Context: an optimization exercise on an open-source flow, tuned for small area and a short achievable clock period. The choices shown serve that exercise and are no tape-out recipe. Function was checked by simulation only, so behaviour that the tests miss may differ from the original. The flow treats the clock pin as an ideal source, which a real chip does not have. Power figures rest on the tool's default switching activity, not on a simulated workload.

==> branch juniper <==
==> flow/design.v <==
module lrdcc (
    input  wire        clk,
    input  wire        rst,        
    input  wire [6:0]  ev,         
    output wire        sc_valid,   
    output wire [32:0] sc_word,    
    output wire [7:0]  disp_out,
    output wire        act_up,
    output wire        act_dn
);
    localparam [3:0] P_CHKS = 4'b0000, P_EST  = 4'b0001, P_MAP  = 4'b0011,
                     P_CLR  = 4'b0010, P_SEG  = 4'b0110, P_CHKC = 4'b0100,
                     P_SHUP = 4'b1000, P_DAU  = 4'b1001, P_DMU  = 4'b1011,
                     P_CLU  = 4'b1010, P_SHDN = 4'b1100, P_DAD  = 4'b1101,
                     P_DMD  = 4'b1111, P_CLD  = 4'b1110;
    localparam [9:0] FTERM = 10'h2B2;    
    wire tkc = ev[6], tkf = ev[5], tach = ev[4];
    wire pu = ev[3], pd = ev[2], cu = ev[1], cd = ev[0];
    localparam [2:0] G_1 = 3'b000, G_6 = 3'b100;
    function [6:0] seg7;
        input [2:0] g;
        seg7 = {g[2] | g[1] | g[0],       
                g[2],                     
                ~g[1] & (g[2] ^ g[0]),    
                g[2] ^ g[0],              
                g[2] | g[1] | ~g[0],      
                ~g[2] | g[0],             
                g[2] ^ g[0]};             
    endfunction
    reg [3:0]  ph;
    reg [14:0] cnt;      
    reg [4:0]  cls;      
    reg [4:0]  ccap;     
    reg        rdy;      
    reg [4:0]  n;        
    reg [4:0]  i;        
    reg [9:0]  ft;       
    reg        fph;      
    reg [2:0]  gear;
    reg        cfu, cfd;
    reg [6:0]  disp;
    reg        act_u, act_d;
    reg        sv, op, cr, cg;
    assign sc_valid = sv;
    assign sc_word  = {op, 3'b000, op, 4'b0000, {8{cr}}, {8{cg}}, 8'h00};
    assign disp_out = {1'b0, disp};
    assign act_up   = act_u;
    assign act_dn   = act_d;
    wire [3:0] od = 4'b1 << {cls[4], cls[3]};
    wire [7:0] id = 8'b1 << {cls[2], cls[1], cls[0]};
    wire hit =
        (od[0] & ((id[1] & &(cnt | ~15'h48E3)) |
            (id[2] & &(cnt | ~15'h3D08)) |
            (id[3] & &(cnt | ~15'h1E84)) |
            (id[4] & &(cnt | ~15'h124E)) |
            (id[5] & &(cnt | ~15'h0C34)) |
            (id[6] & &(cnt | ~15'h08B8)) |
            (id[7] & &(cnt | ~15'h0689)))) |
        (od[1] & ((id[0] & &(cnt | ~15'h0515)) |
            (id[1] & &(cnt | ~15'h0410)) |
            (id[2] & &(cnt | ~15'h0354)) |
            (id[3] & &(cnt | ~15'h02C5)) |
            (id[4] & &(cnt | ~15'h0258)) |
            (id[5] & &(cnt | ~15'h0202)) |
            (id[6] & &(cnt | ~15'h01BD)) |
            (id[7] & &(cnt | ~15'h0186)))) |
        (od[2] & ((id[0] & &(cnt | ~15'h0158)) |
            (id[1] & &(cnt | ~15'h0131)) |
            (id[2] & &(cnt | ~15'h0111)) |
            (id[3] & &(cnt | ~15'h00F6)) |
            (id[4] & &(cnt | ~15'h00DE)) |
            (id[5] & &(cnt | ~15'h00CA)) |
            (id[6] & &(cnt | ~15'h00B8)) |
            (id[7] & &(cnt | ~15'h00A9)))) |
        (od[3] & ((id[0] & &(cnt | ~15'h009B)) |
            (id[1] & &(cnt | ~15'h0090)) |
            (id[2] & &(cnt | ~15'h0084)) |
            (id[3] & &(cnt | ~15'h007B)) |
            (id[4] & &(cnt | ~15'h0073)) |
            (id[5] & &(cnt | ~15'h006A)) |
            (id[6] & &(cnt | ~15'h0064)) |
            (id[7] & &(cnt | ~15'h0BCF))));
    wire        cstep   = hit || (cls == 5'd0);
    wire [4:0]  cls_dec = cls - 1'b1;
    wire [9:0]  ft_adv  = {ft[8:0], ~(ft[9] ^ ft[6])};
    wire red  = (n == 5'd31);
    wire emit = !((i == n) || (i == 5'd30));
    always @(posedge clk) begin
        if (rst || tach) begin
            cls <= 5'd0;
        end else if (tkc && cstep) begin
            cls <= cls_dec;
        end
        if (tkc && cstep)
            cnt <= 15'd0;
        else if (tkc)
            cnt <= cnt + 1'b1;
        if (tach)
            ccap <= (tkc && cstep) ? cls_dec : cls;
        if (rst)
            rdy <= 1'b0;
        else if (tach)
            rdy <= 1'b1;
        else if (ph == P_CHKS)
            rdy <= 1'b0;
    end
    always @(posedge clk) begin
        if (rst) begin
            ft  <= 10'd0;
            fph <= 1'b0;
        end else if (tkf) begin
            if (ft == FTERM) begin
                ft  <= 10'd0;
                fph <= ~fph;
            end else begin
                ft  <= ft_adv;
            end
        end
    end
    always @(posedge clk) begin
        if (ph == P_CHKS && rdy)
            n <= ccap;
        else if (ph == P_MAP && red && !fph)
            n <= 5'd0;
        if (ph == P_MAP)
            i <= 5'd0;
        else if (ph == P_SEG && emit)
            i <= i + 1'b1;
        sv <= !rst && (ph == P_CLR || (ph == P_SEG && emit));
        op <= ph[2];
        cr <= ph[2] && (red || i >= 5'd10);
        cg <= ph[2] && !red && (i < 5'd20);
    end
    reg [3:0] ph_n;
    always @* begin
        case (ph)
            P_CHKS:  ph_n = rdy ? P_EST : P_CHKC;
            P_EST:   ph_n = P_MAP;
            P_MAP:   ph_n = P_CLR;
            P_CLR:   ph_n = P_SEG;
            P_SEG:   ph_n = emit ? P_SEG : P_CHKC;
            P_CHKC:  ph_n = (cfu || cfd) ? P_SHUP : P_CHKS;
            P_SHUP:  ph_n = (cfu && gear != G_6) ? P_DAU : P_SHDN;
            P_DAU:   ph_n = P_DMU;
            P_DMU:   ph_n = P_CLU;
            P_CLU:   ph_n = P_SHDN;
            P_SHDN:  ph_n = (cfd && gear != G_1) ? P_DAD : P_CHKS;
            P_DAD:   ph_n = P_DMD;
            P_DMD:   ph_n = P_CLD;
            default: ph_n = P_CHKS;
        endcase
    end
    always @(posedge clk) begin
        if (rst) begin
            ph    <= P_CHKS;
            gear  <= G_1;
            disp  <= 7'h06;
            cfu   <= 1'b0;
            cfd   <= 1'b0;
            act_u <= 1'b0;
            act_d <= 1'b0;
        end else begin
            ph <= ph_n;
            if (ph == P_SHUP && cfu && gear != G_6)
                gear <= {gear[1:0], ~gear[2]};
            else if (ph == P_SHDN && cfd && gear != G_1)
                gear <= {~gear[0], gear[2:1]};
            if (ph == P_DAU || ph == P_DAD)
                disp <= disp | seg7(gear);
            else if (ph == P_DMU || ph == P_DMD)
                disp <= seg7(gear);
            if (!pu && !pd && cu)
                cfu <= 1'b1;
            else if (ph == P_CLU)
                cfu <= 1'b0;
            if (!pu && !pd && !cu && cd)
                cfd <= 1'b1;
            else if (ph == P_CLD)
                cfd <= 1'b0;
            if (pu) begin
                act_u <= 1'b1; act_d <= 1'b0;
            end else if (pd) begin
                act_u <= 1'b0; act_d <= 1'b1;
            end else if (cu || cd) begin
                act_u <= 1'b0; act_d <= 1'b0;
            end
        end
    end
endmodule
==> flow/flow/run.sh <==
#!/bin/bash
# The standard layout (standard.sh, standard synthesis unchanged) with:
# buf_1 port buffers; one tie cell per constant value (no tie fan-out
# repair); after placement, the resizer's power recovery downsizes cells
# where timing allows (flow/downsize.tcl); a clock tree of clkbuf_4 without
# dummy loads; and the post-CTS / post-global-route timing repair aimed at
# a setup margin just above the design's own slack.
set -uo pipefail
export BUFFER_PORTS_ARGS="-buffer_cell sky130_fd_sc_hd__buf_1"
#export CTS_ARGS="-sink_clustering_enable -repair_clock_nets -buf_list sky130_fd_sc_hd__clkbuf_4 -root_buf sky130_fd_sc_hd__clkbuf_4 -sink_clustering_size 30 -dont_use_dummy_load"
bash standard.sh SKIP_REPAIR_TIE_FANOUT=1 place > flow_place.log 2>&1 || exit 1
export RESULTS_DIR=$PWD/orfs/results/sky130hd/lrdcc/base
export PLATFORM_DIR=$FLOW_HOME/platforms/sky130hd
export LIB_FILE=$PLATFORM_DIR/lib/sky130_fd_sc_hd__tt_025C_1v80.lib
openroad -no_init -exit flow/downsize.tcl > downsize.log 2>&1 || exit 1
export CLK_BUF=sky130_fd_sc_hd__clkbuf_8
export CLK_GROUPS=4
cp $RESULTS_DIR/3_place.odb $RESULTS_DIR/3_place_pre_cts.odb
openroad -no_init -exit flow/owncts.tcl > owncts.log 2>&1 || exit 1
bash standard.sh SKIP_REPAIR_TIE_FANOUT=1 SETUP_SLACK_MARGIN=86.9 finish > flow_finish.log 2>&1
rc=$?
cp orfs/logs/sky130hd/lrdcc/base/*.log . 2>/dev/null
exit $rc
==> flow/flow/downsize.tcl <==
# Downsize cells that synthesis sized up where timing allows (power
# recovery of the resizer), then legalize again.
read_liberty $::env(LIB_FILE)
read_db $::env(RESULTS_DIR)/3_place.odb
read_sdc $::env(RESULTS_DIR)/3_place.sdc
source $::env(PLATFORM_DIR)/setRC.tcl
set_dont_use [list sky130_fd_sc_hd__probe_p_8 sky130_fd_sc_hd__probec_p_8 sky130_fd_sc_hd__lpflow_*]
estimate_parasitics -placement
report_design_area
repair_timing -recover_power 100 -setup_margin 86.9 -verbose
report_design_area
detailed_placement
check_placement -verbose
write_db $::env(RESULTS_DIR)/3_place.odb
==> flow/flow/owncts.tcl <==
# Clock tree: the flip-flops are split by position into CLK_GROUPS groups of
# about equal size, and each group is driven by one clock buffer, placed at
# the group's centre and fed from the clock port.
read_liberty $::env(LIB_FILE)
read_db $::env(RESULTS_DIR)/3_place.odb
read_sdc $::env(RESULTS_DIR)/3_place.sdc
source $::env(PLATFORM_DIR)/setRC.tcl
set block [ord::get_db_block]
set dbu [$block getDbUnitsPerMicron]
set k $::env(CLK_GROUPS)

set pts {}
foreach pin [get_pins -of_objects [get_nets clk]] {
  if {[get_property $pin direction] ne "input"} { continue }
  set it [sta::sta_to_db_pin $pin]
  set b [[$it getInst] getBBox]
  lappend pts [list [expr {([$b xMin] + [$b xMax]) / 2.0 / $dbu}] [expr {([$b yMin] + [$b yMax]) / 2.0 / $dbu}] $pin]
}
set n [llength $pts]
puts "clock sinks: $n"

# balanced recursive bisection: split along the longer side into parts
proc split_pts {pts k} {
  if {$k <= 1} { return [list $pts] }
  set xs [lmap p $pts {lindex $p 0}]; set ys [lmap p $pts {lindex $p 1}]
  set w [expr {[tcl::mathfunc::max {*}$xs] - [tcl::mathfunc::min {*}$xs]}]
  set h [expr {[tcl::mathfunc::max {*}$ys] - [tcl::mathfunc::min {*}$ys]}]
  set idx [expr {$w >= $h ? 0 : 1}]
  set s [lsort -real -index $idx $pts]
  set k1 [expr {$k / 2}]
  set n1 [expr {int(round([llength $s] * double($k1) / $k))}]
  return [concat [split_pts [lrange $s 0 [expr {$n1 - 1}]] $k1] [split_pts [lrange $s $n1 end] [expr {$k - $k1}]]]
}
set groups [split_pts $pts $k]
set cnt [lmap g $groups {llength $g}]
puts "group sizes: $cnt"
set g 0
foreach grp $groups {
  set loads [lmap p $grp {lindex $p 2}]
  set cx 0.0; set cy 0.0
  foreach p $grp { set cx [expr {$cx + [lindex $p 0]}]; set cy [expr {$cy + [lindex $p 1]}] }
  set cx [expr {$cx / [llength $grp]}]; set cy [expr {$cy / [llength $grp]}]
  insert_buffer -buffer_cell $::env(CLK_BUF) -net clk -load_pins $loads \
    -location [list $cx $cy] -buffer_name clkbuf_leaf_$g -net_name clk_leaf_$g
  incr g
}
foreach net [$block getNets] {
  if {[string match clk_leaf_* [$net getName]] || [$net getName] eq "clk"} { $net setSigType CLOCK }
}
detailed_placement
check_placement -verbose
set_propagated_clock [all_clocks]
estimate_parasitics -placement
report_checks -path_delay min_max -format end -group_path_count 3
report_clock_skew
report_clock_min_period
set worst 0
foreach pin [get_pins -of_objects [get_nets clk_leaf_*]] {
  if {[get_property $pin direction] ne "input"} { continue }
  foreach e {slew_max_rise slew_max_fall} {
    set s [get_property $pin $e]
    if {$s > $worst} { set worst $s }
  }
}
puts "worst clock pin slew (estimated): $worst"
write_db $::env(RESULTS_DIR)/4_1_cts.odb
write_sdc -no_timestamp $::env(RESULTS_DIR)/4_cts.sdc
==> flow/standard.sh <==
#!/bin/bash
# synth_recipe.tcl (not shown) runs the flow's synth.tcl, then flattens the netlist and writes it again
# the make line also repeats each setting of config.mk as NAME=value (left out here)
make -C /OpenROAD-flow-scripts/flow DESIGN_CONFIG=/design/flow/config.mk WORK_HOME=/design/flow/orfs CLKGATE_MAP_FILE= SYNTH_SCRIPT=/design/flow/synth_recipe.tcl "${@:-finish}"
==> flow/config.mk <==
export PLATFORM = sky130hd
export DESIGN_NAME = lrdcc
export DESIGN_NICKNAME = lrdcc
export VERILOG_FILES = /design/flow/design.v
export SDC_FILE = /design/flow/constraint.sdc
export NUM_CORES = 4
export LEC_CHECK = 0
export CAP_MARGIN = 20
export CORE_MARGIN = 2
export CORE_UTILIZATION = 70
export SLEW_MARGIN = 20
==> flow/constraint.sdc <==
create_clock -name core_clock -period 110.0 [get_ports {clk}]
set_input_delay 22.0000 -clock core_clock [delete_from_list [all_inputs] [get_ports {clk}]]
set_output_delay 22.0000 -clock core_clock [all_outputs]
set_load 0.01 [all_outputs]
==> branch willow (differences from branch juniper) <==
--- a/flow/design.v
+++ b/flow/design.v
@@ -47,38 +47,36 @@
     assign act_up   = act_u;
     assign act_dn   = act_d;
-    wire [3:0] od = 4'b1 << {cls[4], cls[3]};
-    wire [7:0] id = 8'b1 << {cls[2], cls[1], cls[0]};
     wire hit =
-        (od[0] & ((id[1] & &(cnt | ~15'h48E3)) |
-            (id[2] & &(cnt | ~15'h3D08)) |
-            (id[3] & &(cnt | ~15'h1E84)) |
-            (id[4] & &(cnt | ~15'h124E)) |
-            (id[5] & &(cnt | ~15'h0C34)) |
-            (id[6] & &(cnt | ~15'h08B8)) |
-            (id[7] & &(cnt | ~15'h0689)))) |
-        (od[1] & ((id[0] & &(cnt | ~15'h0515)) |
-            (id[1] & &(cnt | ~15'h0410)) |
-            (id[2] & &(cnt | ~15'h0354)) |
-            (id[3] & &(cnt | ~15'h02C5)) |
-            (id[4] & &(cnt | ~15'h0258)) |
-            (id[5] & &(cnt | ~15'h0202)) |
-            (id[6] & &(cnt | ~15'h01BD)) |
-            (id[7] & &(cnt | ~15'h0186)))) |
-        (od[2] & ((id[0] & &(cnt | ~15'h0158)) |
-            (id[1] & &(cnt | ~15'h0131)) |
-            (id[2] & &(cnt | ~15'h0111)) |
-            (id[3] & &(cnt | ~15'h00F6)) |
-            (id[4] & &(cnt | ~15'h00DE)) |
-            (id[5] & &(cnt | ~15'h00CA)) |
-            (id[6] & &(cnt | ~15'h00B8)) |
-            (id[7] & &(cnt | ~15'h00A9)))) |
-        (od[3] & ((id[0] & &(cnt | ~15'h009B)) |
-            (id[1] & &(cnt | ~15'h0090)) |
-            (id[2] & &(cnt | ~15'h0084)) |
-            (id[3] & &(cnt | ~15'h007B)) |
-            (id[4] & &(cnt | ~15'h0073)) |
-            (id[5] & &(cnt | ~15'h006A)) |
-            (id[6] & &(cnt | ~15'h0064)) |
-            (id[7] & &(cnt | ~15'h0BCF))));
+        ((cls == 5'd1) & &(cnt | ~15'h48E3)) |
+        ((cls == 5'd2) & &(cnt | ~15'h3D08)) |
+        ((cls == 5'd3) & &(cnt | ~15'h1E84)) |
+        ((cls == 5'd4) & &(cnt | ~15'h124E)) |
+        ((cls == 5'd5) & &(cnt | ~15'h0C34)) |
+        ((cls == 5'd6) & &(cnt | ~15'h08B8)) |
+        ((cls == 5'd7) & &(cnt | ~15'h0689)) |
+        ((cls == 5'd8) & &(cnt | ~15'h0515)) |
+        ((cls == 5'd9) & &(cnt | ~15'h0410)) |
+        ((cls == 5'd10) & &(cnt | ~15'h0354)) |
+        ((cls == 5'd11) & &(cnt | ~15'h02C5)) |
+        ((cls == 5'd12) & &(cnt | ~15'h0258)) |
+        ((cls == 5'd13) & &(cnt | ~15'h0202)) |
+        ((cls == 5'd14) & &(cnt | ~15'h01BD)) |
+        ((cls == 5'd15) & &(cnt | ~15'h0186)) |
+        ((cls == 5'd16) & &(cnt | ~15'h0158)) |
+        ((cls == 5'd17) & &(cnt | ~15'h0131)) |
+        ((cls == 5'd18) & &(cnt | ~15'h0111)) |
+        ((cls == 5'd19) & &(cnt | ~15'h00F6)) |
+        ((cls == 5'd20) & &(cnt | ~15'h00DE)) |
+        ((cls == 5'd21) & &(cnt | ~15'h00CA)) |
+        ((cls == 5'd22) & &(cnt | ~15'h00B8)) |
+        ((cls == 5'd23) & &(cnt | ~15'h00A9)) |
+        ((cls == 5'd24) & &(cnt | ~15'h009B)) |
+        ((cls == 5'd25) & &(cnt | ~15'h0090)) |
+        ((cls == 5'd26) & &(cnt | ~15'h0084)) |
+        ((cls == 5'd27) & &(cnt | ~15'h007B)) |
+        ((cls == 5'd28) & &(cnt | ~15'h0073)) |
+        ((cls == 5'd29) & &(cnt | ~15'h006A)) |
+        ((cls == 5'd30) & &(cnt | ~15'h0064)) |
+        ((cls == 5'd31) & &(cnt | ~15'h0BCF));
     wire        cstep   = hit || (cls == 5'd0);
     wire [4:0]  cls_dec = cls - 1'b1;
==> flow/flow/run.sh (replaced) <==
#!/bin/bash
# The standard layout (standard.sh, standard synthesis unchanged) with:
# buf_1 port buffers; a one-level clock tree (flow/owncts.tcl: the
# flip-flops split by position into CLK_GROUPS balanced groups, each driven
# by one clock buffer fed from the clock port) in place of TritonCTS; and
# the post-CTS / post-global-route timing repair aimed at a setup margin
# just above the design's own slack.
set -uo pipefail
export BUFFER_PORTS_ARGS="-buffer_cell sky130_fd_sc_hd__buf_1"
bash standard.sh place > flow_place.log 2>&1 || exit 1
export RESULTS_DIR=$PWD/orfs/results/sky130hd/lrdcc/base
export PLATFORM_DIR=$FLOW_HOME/platforms/sky130hd
export LIB_FILE=$PLATFORM_DIR/lib/sky130_fd_sc_hd__tt_025C_1v80.lib
export CLK_BUF=sky130_fd_sc_hd__clkbuf_8
export CLK_GROUPS=4
openroad -no_init -exit flow/owncts.tcl > owncts.log 2>&1 || exit 1
bash standard.sh SETUP_SLACK_MARGIN=87.2 finish > flow_finish.log 2>&1
rc=$?
cp orfs/logs/sky130hd/lrdcc/base/*.log . 2>/dev/null
exit $rc
removed: flow/flow/downsize.tcl
==> branch zinc (differences from branch juniper) <==
--- a/flow/flow/run.sh
+++ b/flow/flow/run.sh
@@ -8,5 +8,5 @@
 set -uo pipefail
 export BUFFER_PORTS_ARGS="-buffer_cell sky130_fd_sc_hd__buf_1"
-#export CTS_ARGS="-sink_clustering_enable -repair_clock_nets -buf_list sky130_fd_sc_hd__clkbuf_4 -root_buf sky130_fd_sc_hd__clkbuf_4 -sink_clustering_size 30 -dont_use_dummy_load"
+export CTS_ARGS="-sink_clustering_enable -repair_clock_nets -buf_list sky130_fd_sc_hd__clkbuf_4 -root_buf sky130_fd_sc_hd__clkbuf_4 -sink_clustering_size 30 -dont_use_dummy_load"
 bash standard.sh SKIP_REPAIR_TIE_FANOUT=1 place > flow_place.log 2>&1 || exit 1
 export RESULTS_DIR=$PWD/orfs/results/sky130hd/lrdcc/base
@@ -14,8 +14,4 @@
 export LIB_FILE=$PLATFORM_DIR/lib/sky130_fd_sc_hd__tt_025C_1v80.lib
 openroad -no_init -exit flow/downsize.tcl > downsize.log 2>&1 || exit 1
-export CLK_BUF=sky130_fd_sc_hd__clkbuf_8
-export CLK_GROUPS=4
-cp $RESULTS_DIR/3_place.odb $RESULTS_DIR/3_place_pre_cts.odb
-openroad -no_init -exit flow/owncts.tcl > owncts.log 2>&1 || exit 1
 bash standard.sh SKIP_REPAIR_TIE_FANOUT=1 SETUP_SLACK_MARGIN=86.9 finish > flow_finish.log 2>&1
 rc=$?
Settings changed: CORE_UTILIZATION 70 to 85.
removed: flow/flow/owncts.tcl
==> notes.md <==
Sequential share of layout area, highest first: branch zinc, branch juniper, branch willow.
Of branch willow and branch juniper, branch willow has the higher synthesized area (gap 5.3%, measured against branch juniper).
Via count: branch willow > branch zinc > branch juniper.
In branch zinc the die area is lower than in branch juniper, by about 17%.
Fmax: branch zinc is lower than branch willow (about 0.33%).
Sequential cell count is the same in branch juniper and branch willow.
Of branch zinc and branch juniper, branch juniper has the higher final cell count (gap about 2.5%, measured against branch juniper).
Sequential power: branch willow is smaller than branch juniper (about 3%).
First-iteration DRC count: branch juniper is higher than branch willow (65%).
Between branch juniper and branch willow, the lower combinational power is in branch willow (gap about 6%, measured against branch willow).
==> figures <==
| quantity | branch willow | branch zinc | branch juniper |
|---|---|---|---|
| Result of the run | complete, no violations | complete, no violations | complete, no violations |
| Routing usage on met2 | 43.4% | 51.9% | 42.0% |
| Buffer and inverter count on the worst path | 2 | 1 | 1 |
| First-pass GRT wire length | 13.0 mm | 12.4 mm | 12.4 mm |
| Switching part of the total power | 29.3% | 32.0% | 30.4% |
| Start point of the worst hold path | disp[1] | disp[1] | disp[2] |
| Overall Global Routing Usage | 24.9% | 31.3% | 24.4% |
| Critical Path Slowest Stage Cell | sky130_fd_sc_hd__or3_4 | sky130_fd_sc_hd__dfxtp_1 | sky130_fd_sc_hd__nor4b_1 |
| Aggregate routed wire length | 7.78 mm | 7.27 mm | 7.15 mm |
| Post-detailed-route via-to-cell ratio | 6.14 | 6.28 | 6.05 |
| Leading cell type in the layout, fill and taps excluded | sky130_fd_sc_hd__dfxtp_1 | sky130_fd_sc_hd__nor2_1 | sky130_fd_sc_hd__dfxtp_1 |
| Reported combinational group power | 0.00989 mW | 0.0107 mW | 0.0105 mW |
| Static Leak | 1.39 nW | 1.29 nW | 1.28 nW |
| Internal power | 0.0355 mW | 0.0364 mW | 0.0359 mW |
| Max-slew headroom | 48.1% | 45.4% | 45.6% |
| Number of fill cells in the layout | 427 | 272 | 441 |
| Number of distinct standard cells referenced by the synthesized netlist | 68 | 58 | 58 |
| Total standard cell area after synthesis | 3910 sq um | 3720 sq um | 3720 sq um |
| Complex-gate fraction of the synthesized area | 13.0% | 12.9% | 12.9% |
| Crit path capture type | register | output port | register |
| Post-synthesis share of cell area spent on full adders, half adders and majority gates | 2.88% | 3.03% | 3.03% |

## afterwards: timing with drivers on the ports
The flow's constraints put no driver on any port. The routed layouts listed below were extracted and timed again, unchanged, in two steps.
Step 1, drivers: a clkbuf_16 drives clk and a buf_2 each remaining input, both assumed.
Step 2 moves the port delays by t, midway between the first and last clock arrival at a register: inputs arrive t later, outputs are due t later. That takes back most of the time a late clock gives input paths.
Three values: no drivers, after step 1, after step 2; two values: the first two.
run	shift t [ns]	slack for setup (ns)	worst hold slack (ns)
branch juniper	0.219	86.966 / 87.006 / 86.787	0.473 / 0.473 / 0.473
branch willow	0.214	87.064 / 87.059 / 86.845	0.479 / 0.479 / 0.479
branch zinc	0.427	86.988 / 86.962 / 86.670	0.492 / 0.492 / 0.492
After both steps setup and hold are still met in every run listed. For branch zinc, which loses most, drivers alone change the setup slack by -0.026 ns; drivers and shift together by -0.318 ns.
